This is an optimization exercise on Yosys and OpenROAD, whose aim is small area and a short achievable clock period, not a production implementation. Where RTL was checked, it was by simulation tests only, not by an equivalence proof against the original. Function not checked in runs 2 to 4: the RTL went through the layout flow alone. Power figures rest on the tool's default switching activity, not on a simulated workload.

==> design/flow/config.mk <==
export PLATFORM = sky130hd
export DESIGN_NAME = pocsag_rx
export DESIGN_NICKNAME = pocsag_rx
export VERILOG_FILES = /design/flow/design.v
export SDC_FILE = /design/flow/constraint.sdc
export NUM_CORES = 4
export LEC_CHECK = 0
export CAP_MARGIN = 20
export CORE_MARGIN = 2
export CORE_UTILIZATION = 40
export CTS_BUF_LIST = sky130_fd_sc_hd__clkbuf_8
export SLEW_MARGIN = 20
export SYNTH_HIERARCHICAL = 1
==> design/flow/constraint.sdc <==
create_clock -name core_clock -period 12.0 [get_ports {clk}]
set_input_delay 2.4000 -clock core_clock [delete_from_list [all_inputs] [get_ports {clk}]]
set_output_delay 2.4000 -clock core_clock [all_outputs]
set_load 0.01 [all_outputs]
==> design/flow/design.v <==
module slc_upd (
    input  wire        v,
    input  wire        vg,         
    input  wire        l,
    input  wire [22:0] magp,
    input  wire [24:0] c,
    input  wire [15:0] s,
    input  wire [15:0] q,
    input  wire        ci,
    input  wire [15:0] a,
    input  wire        c7,         
    output wire [22:0] magp_n,
    output wire [24:0] c_n,
    output wire [24:0] rs,
    output wire [24:0] rk
);
    wire [15:0] mv = magp[22:7] & {16{vg}};
    wire [8:0]  ah = a[15:7];
    wire [24:0] sa, ka;
    csa_row #(.W(25)) u_ra (
        .x (~c),
        .y ({{3{s[15]}}, s, 6'd0}),
        .z ({{9{q[15]}}, q}),
        .s (sa),
        .k (ka)
    );
    wire [24:0] kx = {ka[23:0], ci};
    wire [16:0] ch;
    wire [15:0] kq;
    assign ch[0] = 1'b0;
    genvar i;
    generate
        for (i = 0; i < 16; i = i + 1) begin : g_q
            if (i < 9) begin : g_4
                c42 u_c (.a(mv[i]), .b(ah[i]), .c(sa[i]), .d(kx[i]), .ci(ch[i]),
                         .co(ch[i+1]), .s(rs[i]), .k(kq[i]));
            end else begin : g_3
                c42z u_c (.a(mv[i]), .c(sa[i]), .d(kx[i]), .ci(ch[i]),
                          .co(ch[i+1]), .s(rs[i]), .k(kq[i]));
            end
        end
    endgenerate
    wire [24:16] hk;
    csa_row #(.W(1)) u_f16 (.x(sa[16]), .y(kx[16]), .z(ch[16]), .s(rs[16]), .k(hk[16]));
    generate
        for (i = 17; i < 25; i = i + 1) begin : g_h
            cl_x2  u_s (.a(sa[i]), .b(kx[i]), .y(rs[i]));
            cl_and u_k (.a(sa[i]), .b(kx[i]), .y(hk[i]));
        end
    endgenerate
    assign rk = {hk[23:16], kq, c7};
    wire [24:0] rsum;
    pfx_add #(.W(25)) u_c (.x(rs), .y(rk), .ci(1'b0), .s(rsum));
    slc_magp u_m (.magp(magp), .a(a), .mv(mv), .c7(c7), .magp_n(magp_n));
    assign c_n = (v & l) ? {2'b00, magp_n} : ~rsum;
endmodule
module slc_magp (
    input  wire [22:0] magp,
    input  wire [15:0] a,
    input  wire [15:0] mv,
    input  wire        c7,
    output wire [22:0] magp_n
);
    wire [22:0] s1, k1, s2, k2;
    csa_row #(.W(23)) u_r1 (.x(magp), .y({7'd0, a}), .z(~{14'd0, a[15:7]}), .s(s1), .k(k1));
    csa_row #(.W(23)) u_r2 (.x(s1), .y({k1[21:0], ~c7}), .z(~{7'd0, mv}), .s(s2), .k(k2));
    pfx_add #(.W(23)) u_a (.x(s2), .y({k2[21:0], 1'b0}), .ci(1'b1), .s(magp_n));
endmodule
module slc_dec (
    input  wire [15:0] s,
    input  wire [24:0] rs,
    input  wire [24:0] rk,
    input  wire        dv,
    input  wire        in_pre,
    input  wire        in_sync,
    input  wire        m0,
    input  wire        m1,
    input  wire        sm,
    output wire        b_n,        
    output wire        pre_dn,
    output wire        sync_dn
);
    wire        sg = s[15];
    wire [24:0] xs = {{3{sg}}, s, 6'd0};
    wire [24:0] qs = {{9{1'b1}}, s ^ {16{~sg}}};
    wire [24:0] sum, cy;       
    wire [25:0] ch;            
    assign ch[0] = 1'b0;
    genvar i;
    generate
        for (i = 0; i < 25; i = i + 1) begin : g_c
            if (i < 6) begin : g_z
                c42zs u_c (.a(rs[i]), .c(rk[i]), .e(s[i]), .sg(sg), .d(qs[i]), .ci(ch[i]),
                           .co(ch[i+1]), .s(sum[i]), .k(cy[i]));
            end else if (i < 16) begin : g_m
                c42s u_c (.a(rs[i]), .b(rk[i]), .c(s[i-6]), .e(s[i]), .sg(sg), .d(qs[i]),
                          .ci(ch[i]), .co(ch[i+1]), .s(sum[i]), .k(cy[i]));
            end else begin : g_f
                c42 u_c (.a(rs[i]), .b(rk[i]), .c(xs[i]), .d(qs[i]), .ci(ch[i]),
                         .co(ch[i+1]), .s(sum[i]), .k(cy[i]));
            end
        end
    endgenerate
    wire c24n;
    pfx_gtree #(.W(24)) u_t (.x(sum[23:0]), .y({cy[22:0], ~sg}), .ci(1'b0), .co(c24n));
    wire t = sum[24] ^ cy[23];             
    wire pa = dv & in_pre  & (t ? m1 : m0);
    wire pb = dv & in_pre  & (t ? m0 : m1);
    wire sa = dv & in_sync & sm & ~t;
    wire sb = dv & in_sync & sm &  t;
    cl_muxi u_b  (.s(c24n), .a(t),  .b(~t), .y(b_n));
    cl_muxi u_pf (.s(c24n), .a(pa), .b(pb), .y(pre_dn));
    cl_muxi u_sf (.s(c24n), .a(sa), .b(sb), .y(sync_dn));
endmodule
module c42s (
    input  wire a, input wire b, input wire c, input wire e, input wire sg,
    input  wire d, input wire ci,
    output wire co, output wire s, output wire k
);
    wire ab, abs_, ce, t;
    cl_x2  u_ab (.a(a), .b(b), .y(ab));
    cl_xn2 u_as (.a(ab), .b(sg), .y(abs_));
    cl_x2  u_ce (.a(c), .b(e), .y(ce));
    cl_x2  u_t  (.a(abs_), .b(ce), .y(t));
    cl_maj u_co (.a(a), .b(b), .c(c), .y(co));
    cl_x2  u_s  (.a(t), .b(ci), .y(s));
    cl_mux u_k  (.s(t), .a(d), .b(ci), .y(k));
endmodule
module c42zs (
    input  wire a, input wire c, input wire e, input wire sg, input wire d,
    input  wire ci,
    output wire co, output wire s, output wire k
);
    wire ac, acs, t;
    cl_x2  u_ac (.a(a), .b(c), .y(ac));
    cl_xn2 u_as (.a(ac), .b(sg), .y(acs));
    cl_x2  u_t  (.a(acs), .b(e), .y(t));
    cl_and u_co (.a(a), .b(c), .y(co));
    cl_x2  u_s  (.a(t), .b(ci), .y(s));
    cl_mux u_k  (.s(t), .a(d), .b(ci), .y(k));
endmodule
module c42z (
    input  wire a, input wire c, input wire d, input wire ci,
    output wire co, output wire s, output wire k
);
    wire cd, t;
    cl_x2  u_cd (.a(c), .b(d), .y(cd));
    cl_x2  u_t  (.a(a), .b(cd), .y(t));
    cl_and u_co (.a(a), .b(c), .y(co));
    cl_x2  u_s  (.a(t), .b(ci), .y(s));
    cl_mux u_k  (.s(t), .a(d), .b(ci), .y(k));
endmodule
module c42 (
    input  wire a, input wire b, input wire c, input wire d, input wire ci,
    output wire co, output wire s, output wire k
);
    wire ab, cd, t;
    cl_x2  u_ab (.a(a), .b(b), .y(ab));
    cl_x2  u_cd (.a(c), .b(d), .y(cd));
    cl_x2  u_t  (.a(ab), .b(cd), .y(t));
    cl_maj u_co (.a(a), .b(b), .c(c), .y(co));
    cl_x2  u_s  (.a(t), .b(ci), .y(s));
    cl_mux u_k  (.s(t), .a(d), .b(ci), .y(k));
endmodule
module pfx_add #(
    parameter W = 8
) (
    input  wire [W-1:0] x,
    input  wire [W-1:0] y,
    input  wire         ci,
    output wire [W-1:0] s
);
    localparam L = $clog2(W);
    function integer pol(input integer k, input integer i);
        integer m, n;
        begin
            n = 0;
            for (m = 0; m < k; m = m + 1)
                n = n + ((i >> m) & 1);
            pol = n % 2;
        end
    endfunction
    wire [W*(L+1)-1:0] G, P;
    genvar i, k;
    generate
        for (i = 0; i < W; i = i + 1) begin : g_pg
            if (i == 0) begin : g_b0
                cl_maj u_g (.a(x[0]), .b(y[0]), .c(ci), .y(G[0]));
                assign P[0] = 1'b0;
            end else begin : g_bi
                cl_pg u_pg (.a(x[i]), .b(y[i]), .g(G[i]), .p(P[i]));
            end
        end
        for (k = 0; k < L; k = k + 1) begin : g_lvl
            for (i = 0; i < W; i = i + 1) begin : g_n
                if ((i >> k) & 1) begin : g_op
                    localparam integer J = ((i >> k) << k) - 1;
                    cl_node #(.PI(pol(k, i)), .PJ(pol(k, J))) u_c (
                        .gi (G[k*W+i]), .pi (P[k*W+i]), .gj (G[k*W+J]), .pj (P[k*W+J]),
                        .go (G[(k+1)*W+i]), .po (P[(k+1)*W+i]));
                end else begin : g_pass
                    assign G[(k+1)*W+i] = G[k*W+i];
                    assign P[(k+1)*W+i] = P[k*W+i];
                end
            end
        end
        for (i = 0; i < W; i = i + 1) begin : g_s
            wire h;
            cl_x2 u_h (.a(x[i]), .b(y[i]), .y(h));
            if (i == 0) begin : g_s0
                cl_x2 u_s (.a(h), .b(ci), .y(s[0]));
            end else if (pol(L, i - 1)) begin : g_sn
                cl_xn2 u_s (.a(h), .b(G[L*W+i-1]), .y(s[i]));
            end else begin : g_sp
                cl_x2 u_s (.a(h), .b(G[L*W+i-1]), .y(s[i]));
            end
        end
    endgenerate
endmodule
module pfx_gtree #(
    parameter W = 8
) (
    input  wire [W-1:0] x,
    input  wire [W-1:0] y,
    input  wire         ci,
    output wire         co
);
    localparam L = $clog2(W);
    localparam N = 1 << L;
    wire [N*(L+1)-1:0] G, P;
    genvar i, k;
    generate
        for (i = 0; i < N; i = i + 1) begin : g_pg
            if (i == 0) begin : g_b0
                cl_maj u_g (.a(x[0]), .b(y[0]), .c(ci), .y(G[0]));
                assign P[0] = 1'b0;
            end else if (i < W) begin : g_bi
                cl_pg u_pg (.a(x[i]), .b(y[i]), .g(G[i]), .p(P[i]));
            end else begin : g_pad
                assign G[i] = 1'b0;
                assign P[i] = 1'b1;
            end
        end
        for (k = 0; k < L; k = k + 1) begin : g_lvl
            for (i = 0; i < (N >> (k + 1)); i = i + 1) begin : g_n
                if (k % 2 == 0) begin : g_a
                    cl_gpa u_c (.g(G[k*N+2*i+1]), .p(P[k*N+2*i+1]), .gl(G[k*N+2*i]), .pl(P[k*N+2*i]),
                                .gn(G[(k+1)*N+i]), .pn(P[(k+1)*N+i]));
                end else begin : g_o
                    cl_gpo u_c (.gn(G[k*N+2*i+1]), .pn(P[k*N+2*i+1]), .gln(G[k*N+2*i]), .pln(P[k*N+2*i]),
                                .g(G[(k+1)*N+i]), .p(P[(k+1)*N+i]));
                end
            end
        end
    endgenerate
    assign co = G[L*N];
endmodule
module csa_row #(
    parameter W = 8
) (
    input  wire [W-1:0] x,
    input  wire [W-1:0] y,
    input  wire [W-1:0] z,
    output wire [W-1:0] s,
    output wire [W-1:0] k
);
    genvar i;
    generate
        for (i = 0; i < W; i = i + 1) begin : g_b
            wire h;
            cl_x2  u_h (.a(x[i]), .b(y[i]), .y(h));
            cl_x2  u_s (.a(h), .b(z[i]), .y(s[i]));
            cl_maj u_k (.a(x[i]), .b(y[i]), .c(z[i]), .y(k[i]));
        end
    endgenerate
endmodule
module cl_inv (input wire a, output wire y);
    assign y = ~a;
endmodule
module cl_x2 (input wire a, input wire b, output wire y);
    assign y = a ^ b;
endmodule
module cl_xn2 (input wire a, input wire b, output wire y);
    assign y = ~(a ^ b);
endmodule
module cl_mux (input wire s, input wire a, input wire b, output wire y);
    assign y = s ? b : a;
endmodule
module cl_muxi (input wire s, input wire a, input wire b, output wire y);
    assign y = ~(s ? b : a);
endmodule
module cl_node #(
    parameter PI = 0,
    parameter PJ = 0
) (
    input  wire gi, input wire pi, input wire gj, input wire pj,
    output wire go, output wire po
);
    wire gi_t = PI ? ~gi : gi;
    wire pi_t = PI ? ~pi : pi;
    wire gj_t = PJ ? ~gj : gj;
    wire pj_t = PJ ? ~pj : pj;
    wire g_t  = gi_t | (pi_t & gj_t);
    wire p_t  = pi_t & pj_t;
    assign go = PI ? g_t : ~g_t;
    assign po = PI ? p_t : ~p_t;
endmodule
module cl_and (input wire a, input wire b, output wire y);
    assign y = a & b;
endmodule
module cl_maj (input wire a, input wire b, input wire c, output wire y);
    assign y = (a & b) | (a & c) | (b & c);
endmodule
module cl_pg (input wire a, input wire b, output wire g, output wire p);
    assign g = a & b;
    assign p = a | b;
endmodule
module cl_gpa (input wire g, input wire p, input wire gl, input wire pl,
               output wire gn, output wire pn);
    assign gn = ~(g | (p & gl));
    assign pn = ~(p & pl);
endmodule
module cl_gpo (input wire gn, input wire pn, input wire gln, input wire pln,
               output wire g, output wire p);
    assign g = ~(gn & (pn | gln));
    assign p = ~(pn | pln);
endmodule
module slc_abs (
    input  wire [15:0] s,
    output wire [15:0] a
);
    wire        sg = s[15];
    assign a = (s ^ {16{sg}}) + {15'd0, sg};
endmodule
module pocsag_bch (
    input  wire [31:0] cw_in,
    output reg  [31:0] cw_out,
    output reg         fail
);
    localparam [32*11-1:0] SYN_TAB = {
        11'h769, 11'h3B5, 11'h1DB, 11'h785, 11'h3C3, 11'h689, 11'h345, 11'h1A3,
        11'h7B9, 11'h3DD, 11'h1EF, 11'h79F, 11'h4A7, 11'h53B, 11'h5F5, 11'h2FB,
        11'h615, 11'h30B, 11'h6ED, 11'h377, 11'h6D3, 11'h401, 11'h201, 11'h101,
        11'h081, 11'h041, 11'h021, 11'h011, 11'h009, 11'h005, 11'h003, 11'h001
    };
    reg [10:0] syn;
    reg [31:0] flip;
    integer p;
    always @* begin
        syn = 11'd0;
        for (p = 0; p < 32; p = p + 1)
            if (cw_in[p])
                syn = syn ^ SYN_TAB[p*11 +: 11];
        flip = 32'd0;
        for (p = 0; p < 32; p = p + 1)
            if (syn == SYN_TAB[p*11 +: 11])
                flip[p] = 1'b1;
        cw_out = cw_in ^ flip;
        fail   = (syn != 11'd0) && (flip == 32'd0);
    end
endmodule
module pocsag_rx (
    input  wire        clk,
    input  wire        rst,
    input  wire        in_valid,
    input  wire [15:0] in_sample,
    output wire        pre_found,
    output wire        sync_found,
    output wire        out_valid,
    output wire [3:0]  out_index,
    output wire [31:0] out_word,
    output wire        out_fail,
    output wire        out_addr
);
    localparam [31:0] SYNC_WORD = 32'h7CD215D8;
    localparam [1:0] S_PRE   = 2'd0,
                     S_SYNC  = 2'd1,
                     S_BATCH = 2'd2;
    wire        acc = in_valid & ~rst;
    wire        sg  = in_sample[15];
    reg  [1:0]  icnt;          
    reg         v_r;           
    reg         vg_r;          
    reg         l_r;           
    reg  [15:0] s_r;           
    reg  [15:0] q_r;           
    reg         ci_r;          
    reg         c7_r;          
    reg  [15:0] a_r;           
    reg  [22:0] magp;
    reg  [24:0] c_r;
    wire [15:0] a_in;
    wire [22:0] magp_n;
    wire [24:0] c_n;
    wire [24:0] rs_n, rk_n;
    slc_abs u_abs (
        .s (in_sample),
        .a (a_in)
    );
    slc_upd u_upd (
        .v      (v_r),
        .vg     (vg_r),
        .l      (l_r),
        .magp   (magp),
        .c      (c_r),
        .s      (s_r),
        .q      (q_r),
        .ci     (ci_r),
        .a      (a_r),
        .c7     (c7_r),
        .magp_n (magp_n),
        .c_n    (c_n),
        .rs     (rs_n),
        .rk     (rk_n)
    );
    always @(posedge clk) begin
        l_r  <= (icnt == 2'd3);
        vg_r <= acc;
        s_r  <= acc ? in_sample : 16'd0;
        q_r  <= acc ? (in_sample ^ {16{~sg}}) : 16'd0;
        ci_r <= acc & ~sg;
        c7_r <= acc & ({1'b0, magp_n[6:0]} + {1'b0, a_in[6:0]} > 8'd127);
        a_r  <= acc ? a_in : 16'd0;
        if (rst) begin
            icnt <= 2'd0;
            v_r  <= 1'b0;
            magp <= 23'd0;
            c_r  <= 25'd0;
        end else begin
            if (in_valid)
                icnt <= icnt + 2'd1;
            v_r  <= in_valid;
            magp <= magp_n;
            c_r  <= c_n;
        end
    end
    reg  [1:0]   state;
    reg  [31:0]  sr;           
    reg  [31:0]  xr;           
    reg  [511:0] fq;           
    wire in_pre   = (state == S_PRE);
    wire in_sync  = (state == S_SYNC);
    wire in_batch = (state == S_BATCH);
    reg  m0_r, m1_r;           
    reg  sm_r;                 
    wire b_n, pre_dn, sync_dn;
    wire dv = acc & (icnt == 2'd3);
    slc_dec u_dec (
        .s       (in_sample),
        .rs      (rs_n),
        .rk      (rk_n),
        .dv      (dv),
        .in_pre  (in_pre),
        .in_sync (in_sync),
        .m0      (m0_r),
        .m1      (m1_r),
        .sm      (sm_r),
        .b_n     (b_n),
        .pre_dn  (pre_dn),
        .sync_dn (sync_dn)
    );
    reg bv_r, b_rn, pre_rn, sync_rn;
    always @(posedge clk) begin
        bv_r    <= dv;
        b_rn    <= b_n;
        pre_rn  <= pre_dn;
        sync_rn <= sync_dn;
    end
    wire b_r = ~b_rn;
    assign pre_found  = ~pre_rn;
    assign sync_found = ~sync_rn;
    reg  [9:0] pheld;
    reg  [9:0] ptrans;
    wire       pfull   = (pheld == 10'd576);
    wire       held    = (pheld != 10'd0);
    wire       t_sub   = pfull & (fq[511] ^ fq[479]);
    wire       inc0    = held &  sr[0];
    wire       inc1    = held & ~sr[0];
    wire       nfull   = pfull | (pheld == 10'd575);
    wire       ge518   = (ptrans >= 10'd518);
    wire       ge519   = (ptrans >= 10'd519);
    wire       ge520   = (ptrans >= 10'd520);
    reg  [4:0] scnt;
    reg  [3:0] widx;
    always @(posedge clk) begin
        m0_r <= nfull & ((inc0 & ~t_sub) ? ge518 : (~inc0 & t_sub) ? ge520 : ge519);
        m1_r <= nfull & ((inc1 & ~t_sub) ? ge518 : (~inc1 & t_sub) ? ge520 : ge519);
        sm_r <= (scnt == 5'd31) && (sr[30:0] == SYNC_WORD[31:1]);
    end
    wire inc  = b_r ? inc1 : inc0;
    wire pm_r = b_r ? m1_r : m0_r;
    reg        start_r;
    reg        ovalid;
    reg  [3:0] oidx;
    reg        ofail, oaddr;
    wire push     = bv_r & in_batch & (scnt == 5'd31);
    wire complete = push & (widx == 4'd15);
    wire load     = start_r | (ovalid & (oidx != 4'd15));
    wire [31:0] head = fq[511:480];
    wire [31:0] corr;
    wire        cfail;
    pocsag_bch u_bch (
        .cw_in  (head),
        .cw_out (corr),
        .fail   (cfail)
    );
    always @(posedge clk) begin
        if (rst) begin
            start_r <= 1'b0;
            ovalid  <= 1'b0;
        end else begin
            start_r <= complete;
            ovalid  <= load;
        end
        if (load) begin
            oidx  <= start_r ? 4'd0 : oidx + 4'd1;
            ofail <= cfail;
            oaddr <= ~head[31];
        end
    end
    wire [31:0] fq_in;
    genvar j;
    generate
        for (j = 0; j < 32; j = j + 1) begin : g_in
            if (j == 0) begin : g0
                assign fq_in[j] = in_pre ? xr[31] : b_r;
            end else begin : gj
                assign fq_in[j] = in_pre ? fq[15*32 + j - 1] : sr[j-1];
            end
        end
    endgenerate
    wire fq_en = (bv_r & in_pre) | push | load;
    always @(posedge clk) begin
        if (bv_r)
            sr <= {sr[30:0], b_r};
        if (in_pre) begin
            if (bv_r)
                xr <= {xr[30:0], sr[31]};
        end else if (load) begin
            xr <= corr;
        end
        if (fq_en)
            fq <= {fq[479:0], fq_in};
    end
    always @(posedge clk) begin
        if (rst) begin
            state  <= S_PRE;
            pheld  <= 10'd0;
            ptrans <= 10'd0;
            scnt   <= 5'd0;
            widx   <= 4'd0;
        end else if (bv_r) begin
            case (state)
                S_PRE: begin
                    if (pm_r) begin
                        pheld  <= 10'd0;
                        ptrans <= 10'd0;
                        scnt   <= 5'd0;
                        state  <= S_SYNC;
                    end else begin
                        if (!pfull)
                            pheld <= pheld + 10'd1;
                        if (inc & ~t_sub)
                            ptrans <= ptrans + 10'd1;
                        else if (~inc & t_sub)
                            ptrans <= ptrans - 10'd1;
                    end
                end
                S_SYNC: begin
                    if (sm_r & ~b_r) begin
                        scnt  <= 5'd0;
                        widx  <= 4'd0;
                        state <= S_BATCH;
                    end else if (scnt != 5'd31) begin
                        scnt <= scnt + 5'd1;
                    end
                end
                S_BATCH: begin
                    scnt <= scnt + 5'd1;
                    if (scnt == 5'd31) begin
                        widx <= widx + 4'd1;
                        if (widx == 4'd15)
                            state <= S_SYNC;
                    end
                end
                default: state <= S_PRE;
            endcase
        end
    end
    assign out_valid = ovalid;
    assign out_index = oidx;
    assign out_word  = xr;
    assign out_fail  = ofail;
    assign out_addr  = oaddr;
endmodule
==> design/flow/flow/run.sh <==
#!/bin/bash
# The standard layout (standard synthesis and the ORFS steps unchanged),
# with two differences:
# - the port buffers that buffer_ports inserts are sky130_fd_sc_hd__buf_4
#   instead of the cell it picks by default (clkdlybuf4s50_1, a delay
#   cell); every input and output port still gets its own buffer;
# - repair_timing works on every path with less than 8.5 ns of setup slack
#   (SETUP_SLACK_MARGIN), so it sizes up the gates on the critical paths.
#   The clock period and the constraints are the standard flow's own.
# make's output goes to standard.log; ORFS keeps each step's log under
# orfs/logs.
set -euo pipefail
export BUFFER_PORTS_ARGS="-buffer_cell sky130_fd_sc_hd__buf_4"
export SETUP_SLACK_MARGIN=8.5
bash standard.sh > standard.log 2>&1
==> design/flow/standard.sh <==
#!/bin/bash
# synth_recipe.tcl (not shown) runs the flow's synth.tcl, then flattens the netlist and writes it again
# the make line also repeats each setting of config.mk as NAME=value (left out here)
make -C /OpenROAD-flow-scripts/flow DESIGN_CONFIG=/design/flow/config.mk WORK_HOME=/design/flow/orfs CLKGATE_MAP_FILE= SYNTH_SCRIPT=/design/flow/synth_recipe.tcl "${@:-finish}"
==> results of run 1 <==
[flip-flops by register name, summed over array words and instances (netlist names), 2 cells and up]
signal	cells
a_r	16
c_r	25
fq	512
icnt	2
magp	23
oidx	4
pheld	10
ptrans	10
q_r	16
s_r	16
scnt	5
sr	32
state	2
widx	4
xr	32
[worst min-delay path by stage]
stage | from | end | slack (ps)
after global routing | fq[127] | fq[159] | 400
after CTS | fq[116] | fq[148] | 380
after global placement | fq[287] | fq[319] | 400
after floorplan | fq[68] | fq[100] | 400
final | fq[116] | fq[148] | 390
after detailed placement | fq[68] | fq[100] | 400
[metal layers]
layer  GRT usage  vias to the layer above
met3      0.0285                      137
met5           0                        -
met2       0.275                      362
li1            -                     9985
met4      0.0460                        0
met1       0.219                    10200
[report_power, final]
group	internal (mW)	switching, mW
logic	2.30	2.55
clock network	1.01	0.956
registers	2.79	0.0626
[timing repair]
action,4_1_cts,5_1_grt
setup endpoints to repair,147,232
pin swaps,61,64
cloned,6,0
buffers inserted,99,63
gates resized for setup,152,102
[stage by stage]
step,power (mW),hold slack [ps],util
3_3_place_gp,6.84,400,0.431
4_1_cts,9.33,381,0.475
3_5_place_dp,6.94,405,0.431
2_1_floorplan,6.19,400,-
5_1_grt,10.3,397,0.488
6_report,9.66,391,0.488
[area by class of cell]
type,instances,area (µm²),share of cell area
Antenna cell,2,5.00,0.000118
Clock buffer,116,1600,0.0377
Clock inverter,86,531,0.0125
Inverter,113,430,0.0102
Multi-Input combinational cell,1885,15800,0.373
Sequential cell,725,20400,0.481
Tap cell,1155,1450,0.0341
Timing Repair Buffer,238,2180,0.0514
Timing Repair inverter,1,7.51,0.000177
==> out/qor.txt, run 1 <==
status = no timing/DRC/antenna violations
count of pins over their slew limit = 0
Avg WL per Cell = 17.3 µm
vias per std cell = 4.79
crit path cell chain = buf_16 -> buf_16 -> xnor2_1 -> xor2_1 -> mux2_4 -> or2_1 -> nand2_1 -> nor2_1 -> a21oi_2 -> o21ai_4 -> a21oi_4 -> mux2i_1
Die ar. = 90000 µm²
Clk pin slew, worst setup/hold paths = 60 ps
boundary pin count = 60
Routed WL = 74900 µm
slowest stage delay, CP = 330 ps
endpoints failing hold = 0
Top cell by count, worst path = buf_16
CP Depth = 12
MaxCap Viol Count = 0
top sig layer = met4
Setup Viol. Count Final = 0
Syn Inst Count = 2667
DR WL met2 = 36300 µm
period utilisation layout = 0.338
hold path depth = 0
fmax = 246 MHz
setup tns final = 0 ps
DRT antenna net count = 0
Post-CTS Hold Fix Bufs = 0
gpl congestion = 0.824
worst vdd ir = 0.175 mV
Placement Setup Slack = 6350 ps
Final Cell Area = 42400 µm²
pin count of the biggest net entering global routing = 206
arrival time worst endpoint = 4700 ps
Worst Reg-to-Reg Cells = 17
core area = 86800 µm²
worst hold path type = register to register
final worst slack = 7940 ps
initial antenna violation count = 4
H-tree depth = 3
Largest delay share family, worst path = multiplexers
synthesis-to-layout area growth = 20.9%
met3 routed WL = 2650 µm
clock insertion delay at the later pin of the skew report = 740 ps
worst path bufs/invs = 2
Chip Height = 300 µm
Slew headroom = 0.274
first-pass GRT wire length = 116000 µm
Finished Layout Cells = 4321
Area after DPL = 37400 µm²
R2R setup slack = 8000 ps
initial DRC count = 1313
CTS root buf = clkbuf_8
CTS tree = yes
PwrDens = 228 nW/µm²
clk buf depth = 3
row cnt = 108
GRT overflow = 0
Num CTS Buffers = 111
DR vias = 20700
RSZ-0062 raised after global routing = true
crit path from = in_sample[15]
Critical Path Sink = sync_rn
FILL cells = 7639
Slowest cell on crit path = mux2_4
Worst-Margin Slew = 1090 ps
Starting Density = 0.404
commonest cells after routing, fill and taps aside = 582 x edfxtp_1, 376 x xor2_1, 179 x buf_4
Setup CP Type = input port to register
crit path time final = 4060 ps
Final Skew = 41.5 ps
vias in the first global route = 21000
layout cells sized above 1 = 0.305
yosys warns = 8
Die X = 300 µm
WP data required = 12640 ps
Reg2Reg Launch Point = c_r[3]
CP endpoint kind = register
Mapped Avg Cell Area = 13.1 µm²
Mapped Area = 35000 µm²
DPL Wire Length = 48200 µm
Leak = 15.9 nW
Remaining DRCs = 0
critical path fanouts, max = 10
gr usage total = 0.164
PortBufs = 59
CTS sink cnt = 725
nets = 3123
Inst Count DP = 3948
Metal-1 WL = 34200 µm
commonest non-fill, non-tap cell in the layout = edfxtp_1
drt pass-1 iters = 5
element type at the critical path start = input port
RR Endpoint = sync_rn
==> inputs of run 2 (changes only) <==
--- a/design/flow/design.v
+++ b/design/flow/design.v
@@ -85,3 +85,3 @@
     wire [24:0] qs = {{9{1'b1}}, s ^ {16{~sg}}};
-    wire [24:0] sum, cy;       
+    wire [24:0] t;
     wire [25:0] ch;            
@@ -92,10 +92,19 @@
             if (i < 6) begin : g_z
-                c42zs u_c (.a(rs[i]), .c(rk[i]), .e(s[i]), .sg(sg), .d(qs[i]), .ci(ch[i]),
-                           .co(ch[i+1]), .s(sum[i]), .k(cy[i]));
+                c42zt u_c (.a(rs[i]), .c(rk[i]), .e(s[i]), .sg(sg), .co(ch[i+1]), .t(t[i]));
             end else if (i < 16) begin : g_m
-                c42s u_c (.a(rs[i]), .b(rk[i]), .c(s[i-6]), .e(s[i]), .sg(sg), .d(qs[i]),
-                          .ci(ch[i]), .co(ch[i+1]), .s(sum[i]), .k(cy[i]));
+                c42ts u_c (.a(rs[i]), .b(rk[i]), .c(s[i-6]), .e(s[i]), .sg(sg),
+                           .co(ch[i+1]), .t(t[i]));
             end else begin : g_f
-                c42 u_c (.a(rs[i]), .b(rk[i]), .c(xs[i]), .d(qs[i]), .ci(ch[i]),
-                         .co(ch[i+1]), .s(sum[i]), .k(cy[i]));
+                c42t u_c (.a(rs[i]), .b(rk[i]), .c(xs[i]), .d(qs[i]), .co(ch[i+1]), .t(t[i]));
+            end
+        end
+    endgenerate
+    wire [23:0] g, p;
+    generate
+        for (i = 0; i < 24; i = i + 1) begin : g_pg
+            if (i == 0) begin : g_0
+                pg0 u_p (.t(t[0]), .c(ch[0]), .k(~sg), .g(g[0]), .p(p[0]));
+            end else begin : g_i
+                pgk u_p (.t(t[i]), .c(ch[i]), .tp(t[i-1]), .cp(ch[i-1]), .dp(qs[i-1]),
+                         .g(g[i]), .p(p[i]));
             end
@@ -104,9 +113,10 @@
     wire c24n;
-    pfx_gtree #(.W(24)) u_t (.x(sum[23:0]), .y({cy[22:0], ~sg}), .ci(1'b0), .co(c24n));
-    wire t = sum[24] ^ cy[23];             
-    wire pa = dv & in_pre  & (t ? m1 : m0);
-    wire pb = dv & in_pre  & (t ? m0 : m1);
-    wire sa = dv & in_sync & sm & ~t;
-    wire sb = dv & in_sync & sm &  t;
-    cl_muxi u_b  (.s(c24n), .a(t),  .b(~t), .y(b_n));
+    pfx_gtree_gp #(.W(24)) u_t (.g(g), .p(p), .co(c24n));
+    wire tt;                   
+    top24 u_top (.t(t[24]), .c(ch[24]), .tp(t[23]), .cp(ch[23]), .dp(qs[23]), .y(tt));
+    wire pa = dv & in_pre  & (tt ? m1 : m0);
+    wire pb = dv & in_pre  & (tt ? m0 : m1);
+    wire sa = dv & in_sync & sm & ~tt;
+    wire sb = dv & in_sync & sm &  tt;
+    cl_muxi u_b  (.s(c24n), .a(tt), .b(~tt), .y(b_n));
     cl_muxi u_pf (.s(c24n), .a(pa), .b(pb), .y(pre_dn));
@@ -114,2 +124,91 @@
 endmodule
+module c42t (
+    input  wire a, input wire b, input wire c, input wire d,
+    output wire co, output wire t
+);
+    wire ab, cd;
+    cl_x2  u_ab (.a(a), .b(b), .y(ab));
+    cl_x2  u_cd (.a(c), .b(d), .y(cd));
+    cl_x2  u_t  (.a(ab), .b(cd), .y(t));
+    cl_maj u_co (.a(a), .b(b), .c(c), .y(co));
+endmodule
+module c42ts (
+    input  wire a, input wire b, input wire c, input wire e, input wire sg,
+    output wire co, output wire t
+);
+    wire ab, abs_, ce;
+    cl_x2  u_ab (.a(a), .b(b), .y(ab));
+    cl_xn2 u_as (.a(ab), .b(sg), .y(abs_));
+    cl_x2  u_ce (.a(c), .b(e), .y(ce));
+    cl_x2  u_t  (.a(abs_), .b(ce), .y(t));
+    cl_maj u_co (.a(a), .b(b), .c(c), .y(co));
+endmodule
+module c42zt (
+    input  wire a, input wire c, input wire e, input wire sg,
+    output wire co, output wire t
+);
+    wire ac, acs;
+    cl_x2  u_ac (.a(a), .b(c), .y(ac));
+    cl_xn2 u_as (.a(ac), .b(sg), .y(acs));
+    cl_x2  u_t  (.a(acs), .b(e), .y(t));
+    cl_and u_co (.a(a), .b(c), .y(co));
+endmodule
+module pgk (
+    input  wire t, input wire c, input wire tp, input wire cp, input wire dp,
+    output wire g, output wire p
+);
+    wire sm = t ^ c;
+    wire kp = tp ? cp : dp;
+    assign g = sm & kp;
+    assign p = sm | kp;
+endmodule
+module pg0 (
+    input  wire t, input wire c, input wire k,
+    output wire g, output wire p
+);
+    wire sm = t ^ c;
+    assign g = sm & k;
+    assign p = sm | k;
+endmodule
+module top24 (
+    input  wire t, input wire c, input wire tp, input wire cp, input wire dp,
+    output wire y
+);
+    assign y = t ^ c ^ (tp ? cp : dp);
+endmodule
+module pfx_gtree_gp #(
+    parameter W = 8
+) (
+    input  wire [W-1:0] g,
+    input  wire [W-1:0] p,
+    output wire         co
+);
+    localparam L = $clog2(W);
+    localparam N = 1 << L;
+    wire [N*(L+1)-1:0] G, P;
+    genvar i, k;
+    generate
+        for (i = 0; i < N; i = i + 1) begin : g_pg
+            if (i < W) begin : g_bi
+                assign G[i] = g[i];
+                assign P[i] = p[i];
+            end else begin : g_pad
+                assign G[i] = 1'b0;
+                assign P[i] = 1'b1;
+            end
+        end
+        for (k = 0; k < L; k = k + 1) begin : g_lvl
+            for (i = 0; i < (N >> (k + 1)); i = i + 1) begin : g_n
+                if (k % 2 == 0) begin : g_a
+                    cl_gpa u_c (.g(G[k*N+2*i+1]), .p(P[k*N+2*i+1]), .gl(G[k*N+2*i]), .pl(P[k*N+2*i]),
+                                .gn(G[(k+1)*N+i]), .pn(P[(k+1)*N+i]));
+                end else begin : g_o
+                    cl_gpo u_c (.gn(G[k*N+2*i+1]), .pn(P[k*N+2*i+1]), .gln(G[k*N+2*i]), .pln(P[k*N+2*i]),
+                                .g(G[(k+1)*N+i]), .p(P[(k+1)*N+i]));
+                end
+            end
+        end
+    endgenerate
+    assign co = G[L*N];
+endmodule
 module c42s (
--- a/design/flow/flow/run.sh
+++ b/design/flow/flow/run.sh
@@ -6,3 +6,3 @@
 #   cell); every input and output port still gets its own buffer;
-# - repair_timing works on every path with less than 8.5 ns of setup slack
+# - repair_timing works on every path with less than 8 ns of setup slack
 #   (SETUP_SLACK_MARGIN), so it sizes up the gates on the critical paths.
@@ -13,3 +13,3 @@
 export BUFFER_PORTS_ARGS="-buffer_cell sky130_fd_sc_hd__buf_4"
-export SETUP_SLACK_MARGIN=8.5
+export SETUP_SLACK_MARGIN=8
 bash standard.sh > standard.log 2>&1
==> run 2 against run 1 <==
  * Combinational power decreased by 14%
  * Global-route usage about the same
  * Wire length decreased by 0.98%
  * Die area decreased by 0.91%
  * Synthesized area decreased by 0.92%
  * Count of clock-buffer cells in the layout increased by 4
==> out/qor.txt, run 2 <==
commonest non-fill, non-tap cell in the layout = edfxtp_1
Starting Density = 0.402
Final Cell Area = 39900 µm²
crit path time final = 3950 ps
yosys warns = 8
Post-CTS Hold Fix Bufs = 0
Mapped Avg Cell Area = 13.0 µm²
Metal-1 WL = 34400 µm
Syn Inst Count = 2665
WP data required = 12620 ps
H-tree depth = 3
synthesis-to-layout area growth = 15.0%
worst vdd ir = 0.155 mV
DPL Wire Length = 49900 µm
RSZ-0062 raised after global routing = true
gpl congestion = 0.834
CTS tree = yes
Chip Height = 299 µm
initial antenna violation count = 1
Hold Worst Slack = 390 ps
critical path fanouts, max = 45
worst hold path type = register to register
Clk pin slew, worst setup/hold paths = 60 ps
Remaining DRCs = 0
Setup CP Type = input port to register
element type at the critical path start = input port
DR WL met2 = 35100 µm
layout cells sized above 1 = 0.222
Final Power = 9.01 mW
count of pins over their slew limit = 0
boundary pin count = 60
Die X = 299 µm
Avg WL per Cell = 17.7 µm
Final Skew = 65.2 ps
endpoints failing hold = 0
hold path depth = 0
period utilisation layout = 0.329
arrival time worst endpoint = 4570 ps
Setup Viol. Count Final = 0
first-pass GRT wire length = 115000 µm
vias in the first global route = 20400
nets = 2988
vias per std cell = 4.83
Top reg by flops = fq
Mapped Area = 34700 µm²
initial DRC count = 1500
met3 routed WL = 3080 µm
Area after DPL = 37000 µm²
PwrDens = 226 nW/µm²
top sig layer = met4
CTS root buf = clkbuf_8
DRT antenna net count = 0
row cnt = 108
Largest regs = fq: 512 flops, sr: 32 flops, xr: 32 flops
max reg flops = 512
DR vias = 20300
setup tns final = 0 ps
Leak = 14.6 nW
Routed WL = 74200 µm
CP endpoint kind = register
Die ar. = 89200 µm²
PortBufs = 59
fmax = 253 MHz
GRT overflow = 0
clk buf depth = 3
Worst Reg-to-Reg Cells = 10
Worst-Margin Slew = 1120 ps
core area = 86300 µm²
commonest cells after routing, fill and taps aside = 582 x edfxtp_1, 381 x xor2_1, 167 x xnor2_1
status = no timing/DRC/antenna violations
Slew headroom = 0.250
Num CTS Buffers = 117
MaxCap Viol Count = 0
pin count of the biggest net entering global routing = 209
drt pass-1 iters = 5
clock insertion delay at the later pin of the skew report = 760 ps
CTS sink cnt = 725
gr usage total = 0.165
R2R setup slack = 8130 ps
[run 2: critical path, cell delays in order]
cell and delay [ps]:
buf_16 180, buf_16 260, ha_2 300, ha_4 230, xnor2_2 130, xnor2_1 160
ha_1 260, a21o_1 160, a21oi_1 150, nor2b_1 70, o21ai_1 130, a21oi_1 80
[run 2: final timing paths]
| path | endpoint | start |
|---|---|---|
| hold reg to reg | fq[263] | fq[231] |
| setup / recovery | c7_r | in_sample[15] |
| setup reg to reg | ofail | fq[500] |
| hold / removal | fq[263] | fq[231] |
[run 2: routing by layer]
layer,vias to the layer above,global-route usage
li1,9754,-
met1,10000,0.226
met2,378,0.264
met3,118,0.0273
met4,0,0.0568
met5,-,0
[run 2: area by class of cell]
| type | count | area (µm²) |
|---|---|---|
| Inverter | 107 | 404 |
| Clock buffer | 120 | 1650 |
| Sequential cell | 725 | 20400 |
| Timing Repair Buffer | 100 | 890 |
| Clock inverter | 94 | 528 |
| Antenna cell | 1 | 2.50 |
| Tap cell | 1155 | 1450 |
| Fill cell | 7717 | 46400 |
| Multi-Input combinational cell | 1889 | 14600 |
[run 2: power breakdown]
part,internal [mW],switching (mW),leakage [nW]
sequential,2.79,0.0656,6.41
clock,0.984,0.996,1.27
combinational,1.85,2.32,6.96
[run 2: through the flow]
step,setup WS (ps),util,instances
after CTS,8030,0.456,4162
after global placement,6470,0.428,3945
after global routing,7940,0.462,4191
after detailed placement,6420,0.428,3945
final,8050,0.462,4191
after floorplan,5710,-,2771
[run 2: what timing repair did]
| action | 4_1_cts | 5_1_grt |
|---|---|---|
| resized for setup | 25 | 59 |
| buffers inserted | 3 | 26 |
| setup endpoints to repair | 34 | 14 |
| cloned | 0 | 1 |
| pin swaps | 1 | 59 |
==> inputs of run 3 (changes only) <==
--- a/design/flow/config.mk
+++ b/design/flow/config.mk
@@ -7,2 +7,3 @@
 export LEC_CHECK = 0
+export ABC_AREA = 1
 export CAP_MARGIN = 20
==> run 3 against run 2 <==
  * Largest power group unchanged
  * Power decreased by 9.3%
  * Count of clock-buffer cells in the layout up 4
  * Non-clock buffer count is 20 lower
  * Largest cell class unchanged
  * Wire length is 19% higher
==> out/qor.txt, run 3 <==
Setup Viol. Count Final = 0
worst vdd ir = 0.105 mV
crit path time final = 3870 ps
CTS root buf = clkbuf_8
Placement Setup Slack = 6470 ps
worst path bufs/invs = 1
pin count of the biggest net entering global routing = 87
CTS sink cnt = 725
PortBufs = 59
count of pins over their slew limit = 0
Die X = 329 µm
layout cells sized above 1 = 0.0922
element type at the critical path start = register
Num CTS Buffers = 114
CP endpoint kind = output pin
final core utilization = 0.452
endpoints failing hold = 0
Avg WL per Cell = 11.7 µm
Reg2Reg Launch Point = scnt[1]
R2R setup slack = 8400 ps
gpl congestion = 0.882
FILL cells = 10500
yosys warns = 8
Worst-Margin Slew = 1070 ps
initial antenna violation count = 1
DPL Wire Length = 63400 µm
Setup CP Type = register to output pin
crit path cell chain = buf_4
Post-CTS Hold Fix Bufs = 0
RSZ-0062 raised after global routing = false
vias in the first global route = 28700
drt pass-1 iters = 6
H-tree depth = 3
Area after DPL = 45000 µm²
Hold Path Origin = fq[207]
Slew headroom = 0.285
DR vias = 32200
final worst slack = 8130 ps
commonest cells after routing, fill and taps aside = 2476 x nand2_1, 1481 x inv_1, 582 x edfxtp_1
Top reg by flops = fq
Final Cell Area = 47500 µm²
RR Endpoint = fq[222]
commonest non-fill, non-tap cell in the layout = nand2_1
gr usage total = 0.163
Clk pin slew, worst setup/hold paths = 60 ps
hold worst-path end = fq[239]
arrival time worst endpoint = 1470 ps
period utilisation layout = 0.322
max reg flops = 512
vias per std cell = 4.26
Mapped Avg Cell Area = 7.36 µm²
first-pass GRT wire length = 143000 µm
row cnt = 119
fmax = 259 MHz
hold path depth = 0
setup tns final = 0 ps
Chip Height = 329 µm
status = no timing/DRC/antenna violations
Final Skew = 48.6 ps
Routed WL = 88400 µm
boundary pin count = 60
WP data required = 9600 ps
clock insertion delay at the later pin of the skew report = 740 ps
core area = 105000 µm²
worst hold path type = register to register
nets = 6118
initial DRC count = 2225
CTS tree = yes
PwrDens = 172 nW/µm²
Largest delay share family, worst path = flip-flops
clk buf depth = 3
Remaining DRCs = 0
critical path fanouts, max = 2
Leak = 25.4 nW
Starting Density = 0.403
Syn Inst Count = 5751
Slowest cell on crit path = edfxtp_1
Largest regs = fq: 512 flops, sr: 32 flops, xr: 32 flops
Worst Reg-to-Reg Cells = 10
Die ar. = 108000 µm²
GRT overflow = 0
MaxCap Viol Count = 0
Mapped Area = 42300 µm²
slowest stage delay, CP = 530 ps
DRT antenna net count = 0
synthesis-to-layout area growth = 12.2%
==> run 3: cell count changes in the layout (fill, tap and decap cells not counted), sizes merged, moves of 70 or more <==
cell	delta
maj3	-98
xor2	-343
and2	-122
nand3	+164
conb	+83
nand2	+2382
nor2b	-70
nor2	+159
inv	+1369
xnor2	-129
mux2	-82
==> run 3: layer usage <==
layer | GRT usage | part of all wire | routed length (µm)
met5 | 0 | 0 | 0
met4 | 0.0397 | 0.019 | 1670
met3 | 0.0258 | 0.043 | 3820
met2 | 0.256 | 0.43 | 38400
met1 | 0.235 | 0.50 | 44500
==> run 3: worst max-delay path by stage <==
stage / from / endpoint / slack (ps) / cells past startpoint
floorplan: oidx[0] / fq[0] / 5640 / 6
global placement: in_sample[15] / pre_rn / 6510 / 19
detailed placement: in_sample[15] / sync_rn / 6470 / 19
CTS: xr[31] / out_word[31] / 8000 / 1
global route: vg_r / c_r[19] / 8010 / 27
finish: xr[0] / out_word[0] / 8130 / 1
==> run 3: cell type report <==
class                   count  area [µm²]  share of cell area
multi-input cells        3670       16800               0.355
flip-flops and latches    725       20300               0.428
clock buffers             124        1710              0.0359
diodes                      1        2.50           0.0000527
well taps                1391        1740              0.0367
clock inverters            83         549              0.0116
inverters                1479        5570               0.117
repair buffers             80         719              0.0152
==> run 3: worst reg2reg max path, cell delays in order, from the launching register on <==
cell     delay [ps]
dfxtp_1         360
ha_1            170
inv_1            50
nor3_1          140
ha_1            240
nand2_1          70
nor2_1          140
inv_2            90
nand3_4         470
buf_6           710
buf_6           720
==> run 3: repair_timing <==
action                                  4_1_cts  5_1_grt
gates cloned                                  1        2
pin swaps                                     0        1
buffers inserted                              0        1
endpoints found under the setup margin      246      252
gates resized for setup                      13       12
==> run 3: where the power goes <==
group	switching, mW	internal [mW]
clock	0.958	1.09
combinational	2.20	1.06
sequential	0.0784	2.79
==> run 3: through the flow <==
| step | power (mW) | hold WS, ps | cells |
|---|---|---|---|
| 3_3_place_gp | 6.06 | 400 | 7341 |
| 2_1_floorplan | 5.55 | 400 | 5940 |
| 6_report | 8.17 | 386 | 7553 |
| 5_1_grt | 8.97 | 394 | 7553 |
| 3_5_place_dp | 6.16 | 405 | 7341 |
| 4_1_cts | 8.26 | 379 | 7549 |
==> inputs of run 4 (changes only) <==
--- a/design/flow/design.v
+++ b/design/flow/design.v
@@ -9,3 +9,4 @@
     input  wire        ci,
-    input  wire [15:0] a,
+    input  wire [15:0] x,          
+    input  wire        sg,
     input  wire        c7,         
@@ -17,3 +18,3 @@
     wire [15:0] mv = magp[22:7] & {16{vg}};
-    wire [8:0]  ah = a[15:7];
+    wire [8:0]  ah = x[15:7];
     wire [24:0] sa, ka;
@@ -53,3 +54,3 @@
     pfx_add #(.W(25)) u_c (.x(rs), .y(rk), .ci(1'b0), .s(rsum));
-    slc_magp u_m (.magp(magp), .a(a), .mv(mv), .c7(c7), .magp_n(magp_n));
+    slc_magp u_m (.magp(magp), .x(x), .sg(sg), .mv(mv), .c7(c7), .magp_n(magp_n));
     assign c_n = (v & l) ? {2'b00, magp_n} : ~rsum;
@@ -58,3 +59,4 @@
     input  wire [22:0] magp,
-    input  wire [15:0] a,
+    input  wire [15:0] x,
+    input  wire        sg,
     input  wire [15:0] mv,
@@ -64,5 +66,5 @@
     wire [22:0] s1, k1, s2, k2;
-    csa_row #(.W(23)) u_r1 (.x(magp), .y({7'd0, a}), .z(~{14'd0, a[15:7]}), .s(s1), .k(k1));
+    csa_row #(.W(23)) u_r1 (.x(magp), .y({7'd0, x}), .z(~{14'd0, x[15:7]}), .s(s1), .k(k1));
     csa_row #(.W(23)) u_r2 (.x(s1), .y({k1[21:0], ~c7}), .z(~{7'd0, mv}), .s(s2), .k(k2));
-    pfx_add #(.W(23)) u_a (.x(s2), .y({k2[21:0], 1'b0}), .ci(1'b1), .s(magp_n));
+    pfx_add #(.W(23)) u_a (.x(s2), .y({k2[21:0], sg}), .ci(1'b1), .s(magp_n));
 endmodule
@@ -426,9 +428,2 @@
 endmodule
-module slc_abs (
-    input  wire [15:0] s,
-    output wire [15:0] a
-);
-    wire        sg = s[15];
-    assign a = (s ^ {16{sg}}) + {15'd0, sg};
-endmodule
 module pocsag_bch (
@@ -487,6 +482,7 @@
     reg         c7_r;          
-    reg  [15:0] a_r;           
+    reg  [15:0] x_r;           
+    reg         sg_r;          
     reg  [22:0] magp;
     reg  [24:0] c_r;
-    wire [15:0] a_in;
+    wire [15:0] x_in = in_sample ^ {16{sg}};
     wire [22:0] magp_n;
@@ -494,6 +490,2 @@
     wire [24:0] rs_n, rk_n;
-    slc_abs u_abs (
-        .s (in_sample),
-        .a (a_in)
-    );
     slc_upd u_upd (
@@ -507,3 +499,4 @@
         .ci     (ci_r),
-        .a      (a_r),
+        .x      (x_r),
+        .sg     (sg_r),
         .c7     (c7_r),
@@ -520,4 +513,5 @@
         ci_r <= acc & ~sg;
-        c7_r <= acc & ({1'b0, magp_n[6:0]} + {1'b0, a_in[6:0]} > 8'd127);
-        a_r  <= acc ? a_in : 16'd0;
+        c7_r <= acc & ({1'b0, magp_n[6:0]} + {1'b0, x_in[6:0]} + {7'd0, sg} > 8'd127);
+        x_r  <= acc ? x_in : 16'd0;
+        sg_r <= acc & sg;
         if (rst) begin
--- a/design/flow/config.mk
+++ b/design/flow/config.mk
@@ -7,3 +7,2 @@
 export LEC_CHECK = 0
-export ABC_AREA = 1
 export CAP_MARGIN = 20
==> run 4 against run 3 <==
  * Still clean
  * Cell count fell by 46%
  * Utilization rose by 1.3 points
  * Maximum frequency fell by 2.9%
  * Flip-flop and latch count did not move
  * Critical path depth rose by 11
  * Sequential share of layout area rose by 9.3 points
  * Global-route usage fell by 1.0 points
  * Die area fell by 19%
  * Power rose by 9.5%
  * Non-clock buffer count rose by 6
  * Synthesized area fell by 20%
  * Critical endpoint is now pre_rn
  * Largest power group unchanged
==> out/qor.txt, run 4 <==
Die ar. = 87300 µm²
yosys warns = 8
Die X = 295 µm
CTS sink cnt = 725
Routed WL = 67100 µm
crit path time final = 3980 ps
Inst Count DP = 3825
Syn Inst Count = 2556
Starting Density = 0.405
CTS tree = yes
endpoints failing hold = 0
Num CTS Buffers = 112
Top reg by flops = fq
Hold Worst Slack = 394 ps
nets = 2866
CTS root buf = clkbuf_8
Avg WL per Cell = 16.6 µm
Final Skew = 43.7 ps
status = no timing/DRC/antenna violations
vias in the first global route = 19200
final core utilization = 0.465
pin count of the biggest net entering global routing = 215
Clk pin slew, worst setup/hold paths = 60 ps
vias per std cell = 4.70
setup tns final = 0 ps
fmax = 251 MHz
Mapped Avg Cell Area = 13.3 µm²
H-tree depth = 3
arrival time worst endpoint = 4630 ps
period utilisation layout = 0.332
commonest non-fill, non-tap cell in the layout = edfxtp_1
drt pass-1 iters = 5
commonest cells after routing, fill and taps aside = 582 x edfxtp_1, 373 x xor2_1, 160 x xnor2_1
synthesis-to-layout area growth = 14.9%
DRT antenna net count = 0
FILL cells = 7462
Remaining DRCs = 0
Leak = 14.3 nW
max reg flops = 512
critical path fanouts, max = 13
Chip Height = 295 µm
Setup CP Type = input port to register
gpl congestion = 0.804
CP endpoint kind = register
worst vdd ir = 0.122 mV
core area = 84000 µm²
WP data required = 12640 ps
count of pins over their slew limit = 0
Slew headroom = 0.349
GRT overflow = 0
initial DRC count = 1072
element type at the critical path start = input port
RSZ-0062 raised after global routing = true
MaxCap Viol Count = 0
boundary pin count = 60
initial antenna violation count = 3
worst hold path type = register to register
Mapped Area = 34000 µm²
Largest regs = fq: 512 flops, sr: 32 flops, xr: 32 flops
PortBufs = 59
Post-CTS Hold Fix Bufs = 0
Final Power = 8.95 mW
gr usage total = 0.153
crit path cell chain = buf_8 -> clkbuf_16 -> xnor2_1 -> xor2_1 -> mux2i_1 -> nor2_1 -> a21oi_2 -> o21ai_2 -> a21oi_2 -> o21ai_2 -> a21oi_4 -> mux2i_1
DR vias = 19000
clock insertion delay at the later pin of the skew report = 740 ps
Setup Viol. Count Final = 0
slowest stage delay, CP = 300 ps
Finished Layout Cells = 4050
layout cells sized above 1 = 0.223
PwrDens = 229 nW/µm²
clk buf depth = 3
Worst-Margin Slew = 976 ps
Slowest cell on crit path = xor2_1
DPL Wire Length = 45200 µm
row cnt = 106
first-pass GRT wire length = 104000 µm
==> run 4: stage by stage <==
stage | setup WS (ps) | cell area [µm²]
floorplan | 5700 | 34500
global placement | 6710 | 36200
global route | 7940 | 39100
detailed placement | 6590 | 36200
finish | 8020 | 39100
CTS | 8020 | 38600
==> run 4: layout make-up <==
type / count / area, µm² / area share
Antenna cell: 2 / 5.00 / 0.000128
Clock buffer: 118 / 1620 / 0.0416
Clock inverter: 89 / 611 / 0.0156
Inverter: 107 / 402 / 0.0103
Multi-Input combinational cell: 1789 / 13900 / 0.355
Sequential cell: 725 / 20300 / 0.521
Tap cell: 1134 / 1420 / 0.0363
Timing Repair Buffer: 86 / 782 / 0.0200
==> run 4: worst max-delay path, delay by kind of cell <==
family | cells | cell delay (ps)
and+or+nand+nor | 1 | 80
xor gates and xnor gates | 2 | 530
muxes | 2 | 520
AOI/OAI and AO/OA | 5 | 730
buffers and inverters | 2 | 340
==> run 4: timing repair <==
action	CTS	global route
cloned	1	3
pin swaps	0	22
buffers inserted	1	11
endpoints found under the setup margin	350	233
resized for setup	18	47
==> run 4: final timing paths <==
path,cells past startpoint,slack (ps),endpoint,startpoint
worst max-delay path,12,8020,pre_rn,in_sample[15]
worst min-delay path,0,390,fq[143],fq[111]
worst max register to register,17,8170,pre_rn,c_r[8]
worst min register to register,0,390,fq[143],fq[111]
==> run 4: power breakdown <==
part	internal [mW]	switching, mW
logic	1.77	2.30
registers	2.79	0.0622
clock network	1.06	0.974
==> run 4: layer usage <==
metal  share of wire  vias up  global-route usage  wire (µm)
met1            0.46     9331               0.206      30900
met2            0.48      323               0.252      32200
met4           0.020        0              0.0442       1360
met5               0        -                   0          0
li1                -     9286                   -          -
met3           0.039       98              0.0292       2640
==> inputs of run 5 (changes only) <==
--- a/design/flow/design.v
+++ b/design/flow/design.v
@@ -66,4 +66,29 @@
     wire [22:0] s1, k1, s2, k2;
-    csa_row #(.W(23)) u_r1 (.x(magp), .y({7'd0, x}), .z(~{14'd0, x[15:7]}), .s(s1), .k(k1));
-    csa_row #(.W(23)) u_r2 (.x(s1), .y({k1[21:0], ~c7}), .z(~{7'd0, mv}), .s(s2), .k(k2));
+    wire [22:0] k1x = {k1[21:0], ~c7};
+    genvar i;
+    generate
+        for (i = 0; i < 23; i = i + 1) begin : g_r
+            if (i < 9) begin : g_1f
+                wire h;
+                cl_x2   u_h (.a(magp[i]), .b(x[i]), .y(h));
+                cl_xn2  u_s (.a(h), .b(x[i+7]), .y(s1[i]));
+                cl_majn u_k (.a(magp[i]), .b(x[i]), .cn(x[i+7]), .y(k1[i]));
+            end else if (i < 16) begin : g_1o
+                cl_xn2 u_s (.a(magp[i]), .b(x[i]), .y(s1[i]));
+                cl_or  u_k (.a(magp[i]), .b(x[i]), .y(k1[i]));
+            end else begin : g_1c
+                cl_inv u_s (.a(magp[i]), .y(s1[i]));
+                assign k1[i] = magp[i];
+            end
+            if (i < 16) begin : g_2f
+                wire h;
+                cl_x2   u_h (.a(s1[i]), .b(k1x[i]), .y(h));
+                cl_xn2  u_s (.a(h), .b(mv[i]), .y(s2[i]));
+                cl_majn u_k (.a(s1[i]), .b(k1x[i]), .cn(mv[i]), .y(k2[i]));
+            end else begin : g_2o
+                cl_xn2 u_s (.a(s1[i]), .b(k1x[i]), .y(s2[i]));
+                cl_or  u_k (.a(s1[i]), .b(k1x[i]), .y(k2[i]));
+            end
+        end
+    endgenerate
     pfx_add #(.W(23)) u_a (.x(s2), .y({k2[21:0], sg}), .ci(1'b1), .s(magp_n));
@@ -99,3 +124,3 @@
             end else begin : g_f
-                c42t u_c (.a(rs[i]), .b(rk[i]), .c(xs[i]), .d(qs[i]), .co(ch[i+1]), .t(t[i]));
+                c42t1 u_c (.a(rs[i]), .b(rk[i]), .c(xs[i]), .co(ch[i+1]), .t(t[i]));
             end
@@ -108,5 +133,7 @@
                 pg0 u_p (.t(t[0]), .c(ch[0]), .k(~sg), .g(g[0]), .p(p[0]));
-            end else begin : g_i
+            end else if (i < 17) begin : g_i
                 pgk u_p (.t(t[i]), .c(ch[i]), .tp(t[i-1]), .cp(ch[i-1]), .dp(qs[i-1]),
                          .g(g[i]), .p(p[i]));
+            end else begin : g_i1
+                pgk1 u_p (.t(t[i]), .c(ch[i]), .tp(t[i-1]), .cp(ch[i-1]), .g(g[i]), .p(p[i]));
             end
@@ -114,6 +141,8 @@
     endgenerate
-    wire c24n;
-    pfx_gtree_gp #(.W(24)) u_t (.g(g), .p(p), .co(c24n));
+    wire glo, ghin, phin, c24;
+    pfx_gtree_gp #(.W(16)) u_tl (.g(g[15:0]), .p(p[15:0]), .co(glo), .po());
+    pfx_gtree_gp #(.W(8))  u_th (.g(g[23:16]), .p(p[23:16]), .co(ghin), .po(phin));
+    cl_node #(.PI(1), .PJ(0)) u_tj (.gi(ghin), .pi(phin), .gj(glo), .pj(1'b0), .go(c24), .po());
     wire tt;                   
-    top24 u_top (.t(t[24]), .c(ch[24]), .tp(t[23]), .cp(ch[23]), .dp(qs[23]), .y(tt));
+    top24 u_top (.t(t[24]), .c(ch[24]), .tp(t[23]), .cp(ch[23]), .y(tt));
     wire pa = dv & in_pre  & (tt ? m1 : m0);
@@ -122,5 +151,5 @@
     wire sb = dv & in_sync & sm &  tt;
-    cl_muxi u_b  (.s(c24n), .a(tt), .b(~tt), .y(b_n));
-    cl_muxi u_pf (.s(c24n), .a(pa), .b(pb), .y(pre_dn));
-    cl_muxi u_sf (.s(c24n), .a(sa), .b(sb), .y(sync_dn));
+    cl_muxi u_b  (.s(c24), .a(~tt), .b(tt), .y(b_n));
+    cl_muxi u_pf (.s(c24), .a(pb), .b(pa), .y(pre_dn));
+    cl_muxi u_sf (.s(c24), .a(sb), .b(sa), .y(sync_dn));
 endmodule
@@ -175,6 +204,24 @@
 module top24 (
-    input  wire t, input wire c, input wire tp, input wire cp, input wire dp,
+    input  wire t, input wire c, input wire tp, input wire cp,
     output wire y
 );
-    assign y = t ^ c ^ (tp ? cp : dp);
+    assign y = t ^ c ^ (~tp | cp);
+endmodule
+module pgk1 (
+    input  wire t, input wire c, input wire tp, input wire cp,
+    output wire g, output wire p
+);
+    wire sm = t ^ c;
+    wire kp = ~tp | cp;
+    assign g = sm & kp;
+    assign p = sm | kp;
+endmodule
+module c42t1 (
+    input  wire a, input wire b, input wire c,
+    output wire co, output wire t
+);
+    wire ab;
+    cl_x2  u_ab (.a(a), .b(b), .y(ab));
+    cl_xn2 u_t  (.a(ab), .b(c), .y(t));
+    cl_maj u_co (.a(a), .b(b), .c(c), .y(co));
 endmodule
@@ -185,3 +232,4 @@
     input  wire [W-1:0] p,
-    output wire         co
+    output wire         co,
+    output wire         po
 );
@@ -214,2 +262,3 @@
     assign co = G[L*N];
+    assign po = P[L*N];
 endmodule
@@ -357,2 +406,3 @@
     assign co = G[L*N];
+    assign po = P[L*N];
 endmodule
@@ -411,2 +461,8 @@
 endmodule
+module cl_or (input wire a, input wire b, output wire y);
+    assign y = a | b;
+endmodule
+module cl_majn (input wire a, input wire b, input wire cn, output wire y);
+    assign y = (a & b) | (a & ~cn) | (b & ~cn);
+endmodule
 module cl_maj (input wire a, input wire b, input wire c, output wire y);
--- a/design/flow/config.mk
+++ b/design/flow/config.mk
@@ -10,3 +10,5 @@
 export CORE_UTILIZATION = 40
-export CTS_BUF_LIST = sky130_fd_sc_hd__clkbuf_8
+export CTS_BUF_LIST = sky130_fd_sc_hd__clkbuf_16
+export CTS_CLUSTER_DIAMETER = 60
+export CTS_CLUSTER_SIZE = 30
 export SLEW_MARGIN = 20
==> run 5 against run 4 <==
  * Clock power about the same
  * Setup slack improved by 48 ps
  * Cell count fell by 7.6%
  * Critical path depth is 3 lower
  * Non-clock buffer count is 13 higher
  * Power down 2.2%
  * Sequential power barely moved
  * Wire length is 3.2% lower
  * Final area is 3.1% lower
  * Register-to-register slack lost 110 ps
  * Largest cell class unchanged
==> out/qor.txt, run 5 <==
Slowest cell on crit path = edfxtp_1
WP data required = 12420 ps
count of pins over their slew limit = 0
Post-CTS Hold Fix Bufs = 0
layout cells sized above 1 = 0.210
Clk pin slew, worst setup/hold paths = 110 ps
Final Cell Area = 37900 µm²
initial DRC count = 1109
PwrDens = 231 nW/µm²
nets = 2665
initial antenna violation count = 0
H-tree depth = 2
Metal-1 WL = 31400 µm
period utilisation layout = 0.328
commonest non-fill, non-tap cell in the layout = edfxtp_1
vias in the first global route = 18100
Die ar. = 86000 µm²
commonest cells after routing, fill and taps aside = 582 x edfxtp_1, 301 x xor2_1, 214 x xnor2_1
worst hold path type = register to register
pin count of the biggest net entering global routing = 93
status = no timing/DRC/antenna violations
CTS sink cnt = 725
clk buf depth = 3
Leak = 13.4 nW
boundary pin count = 60
RSZ-0062 raised after global routing = true
Hold Worst Slack = 374 ps
clock insertion delay at the later pin of the skew report = 630 ps
DR WL met2 = 30500 µm
MaxCap Viol Count = 0
Die X = 293 µm
DPL Wire Length = 44200 µm
Hold Path Origin = fq[111]
crit path cell chain = xnor2_2 -> xnor2_1 -> xnor2_1 -> xnor3_2 -> mux2i_2 -> nand2b_1 -> nor3_1 -> xor2_1 -> mux2_2
GRT overflow = 0
CP endpoint kind = register
critical path fanouts, max = 8
row cnt = 106
fmax = 254 MHz
vias per std cell = 4.82
Routed WL = 65000 µm
met3 routed WL = 1880 µm
Syn Inst Count = 2488
crit path from = fq[496]
first-pass GRT wire length = 102000 µm
Top reg by flops = fq
gpl congestion = 0.808
Avg WL per Cell = 17.4 µm
antenna cell count = 0
Reg2Reg Launch Point = fq[496]
top sig layer = met4
DRT antenna net count = 0
crit path time final = 3940 ps
Worst-Margin Slew = 973 ps
arrival time worst endpoint = 4350 ps
gr usage total = 0.150
element type at the critical path start = register
Top cell by count, worst path = xnor2_1
Chip Height = 293 µm
DR vias = 18000
slowest stage delay, CP = 610 ps
Mapped Avg Cell Area = 13.4 µm²
Num CTS Buffers = 51
Largest regs = fq: 512 flops, sr: 32 flops, xr: 32 flops
Mapped Area = 33500 µm²
Setup Viol. Count Final = 0
CTS root buf = clkbuf_16
Worst Reg-to-Reg Cells = 9
Remaining DRCs = 0
core area = 83300 µm²
max reg flops = 512
Setup CP Type = register to register
CTS tree = yes
Slew headroom = 0.351
Starting Density = 0.402
drt pass-1 iters = 4
endpoints failing hold = 0
Area after DPL = 35300 µm²
yosys warns = 8
worst vdd ir = 0.192 mV
Final Skew = 44.2 ps
PortBufs = 59
hold path depth = 0
synthesis-to-layout area growth = 13.2%
setup tns final = 0 ps
-- run 5: worst paths after layout --
path	end	slack [ps]
setup / recovery	xr[29]	8060
hold / removal	fq[143]	370
setup reg to reg	xr[29]	8060
hold reg to reg	fq[143]	370
-- run 5: critical path, delay by kind of cell, from the launching register on --
kind / cells / cell delay, ps
xor+xnor: 5 / 1520
flops: 1 / 610
mux: 2 / 720
simple gates: 2 / 860
-- run 5: layout make-up --
class / instances / area [µm²]
timing repair buffer: 99 / 800
clock buffer: 51 / 1280
fill: 7442 / 45400
tap: 1080 / 1350
sequential: 725 / 20300
inverter: 119 / 447
clock inverter: 43 / 768
multi-input combinational: 1624 / 12900
-- run 5: timing repair --
| item | in CTS | in global routing |
|---|---|---|
| buffers inserted | 0 | 27 |
| gates resized for setup | 13 | 31 |
| cloned | 1 | 0 |
| endpoints found under the setup margin | 17 | 94 |
| pin swaps | 0 | 25 |
| endpoints found under the hold margin | 0 | 0 |
-- run 5: through the flow --
step,util,worst slack [ps],std cells,power [mW]
floorplan,-,5700,2510,5.99
finish,0.455,8060,3741,8.75
global placement,0.424,6900,3619,6.54
detailed placement,0.424,6770,3619,6.64
global route,0.455,7890,3741,9.34
CTS,0.450,8000,3714,8.71
-- run 5: where the power goes --
group	leakage [nW]	internal, mW	switching, mW
Clock	0.957	0.967	1.04
Sequential	6.41	2.78	0.0587
Combinational	6.00	1.71	2.19
Total	13.4	5.46	3.29
-- run 5: per-layer routing --
layer,global-route usage,up-vias
li1,-,8824
met2,0.247,213
met3,0.0180,78
met5,0,-
met1,0.211,8898
met4,0.0346,0

-- re-timing with driven ports --
Ports are ideal in the flow. The routed layouts listed here were re-timed in OpenROAD. Step 1 sets driving cells, clkbuf_16 on the clock port and buf_2 on the other inputs (assumed; they add their load-dependent delay and slew). Step 2 also shifts input and output timing later by t, the mid clock arrival at the registers, as if the neighbouring blocks saw the same clock. a / b / c = no drivers / after step 1 / after step 2; a / b = the first two.
run | t, ns | setup slack, ns | worst setup path after step 2 | latest minus earliest clock arrival (ns)
run 1 | 0.775 | 7.941 / 7.881 / 7.106 | input to register | 0.042 / 0.042
run 2 | 0.789 | 8.052 / 7.942 / 7.153 | input to register | 0.067 / 0.066
run 3 | 0.774 | 8.132 / 8.043 / 7.269 | input to register | 0.061 / 0.061
run 4 | 0.782 | 8.017 / 8.038 / 7.256 | input to register | 0.046 / 0.047
run 5 | 0.683 | 8.065 / 8.034 / 7.350 | input to register | 0.061 / 0.061
After both steps every run listed still meets setup and hold. For run 2, which loses most, drivers alone change the setup slack by -0.110 ns; drivers and shift together by -0.899 ns.
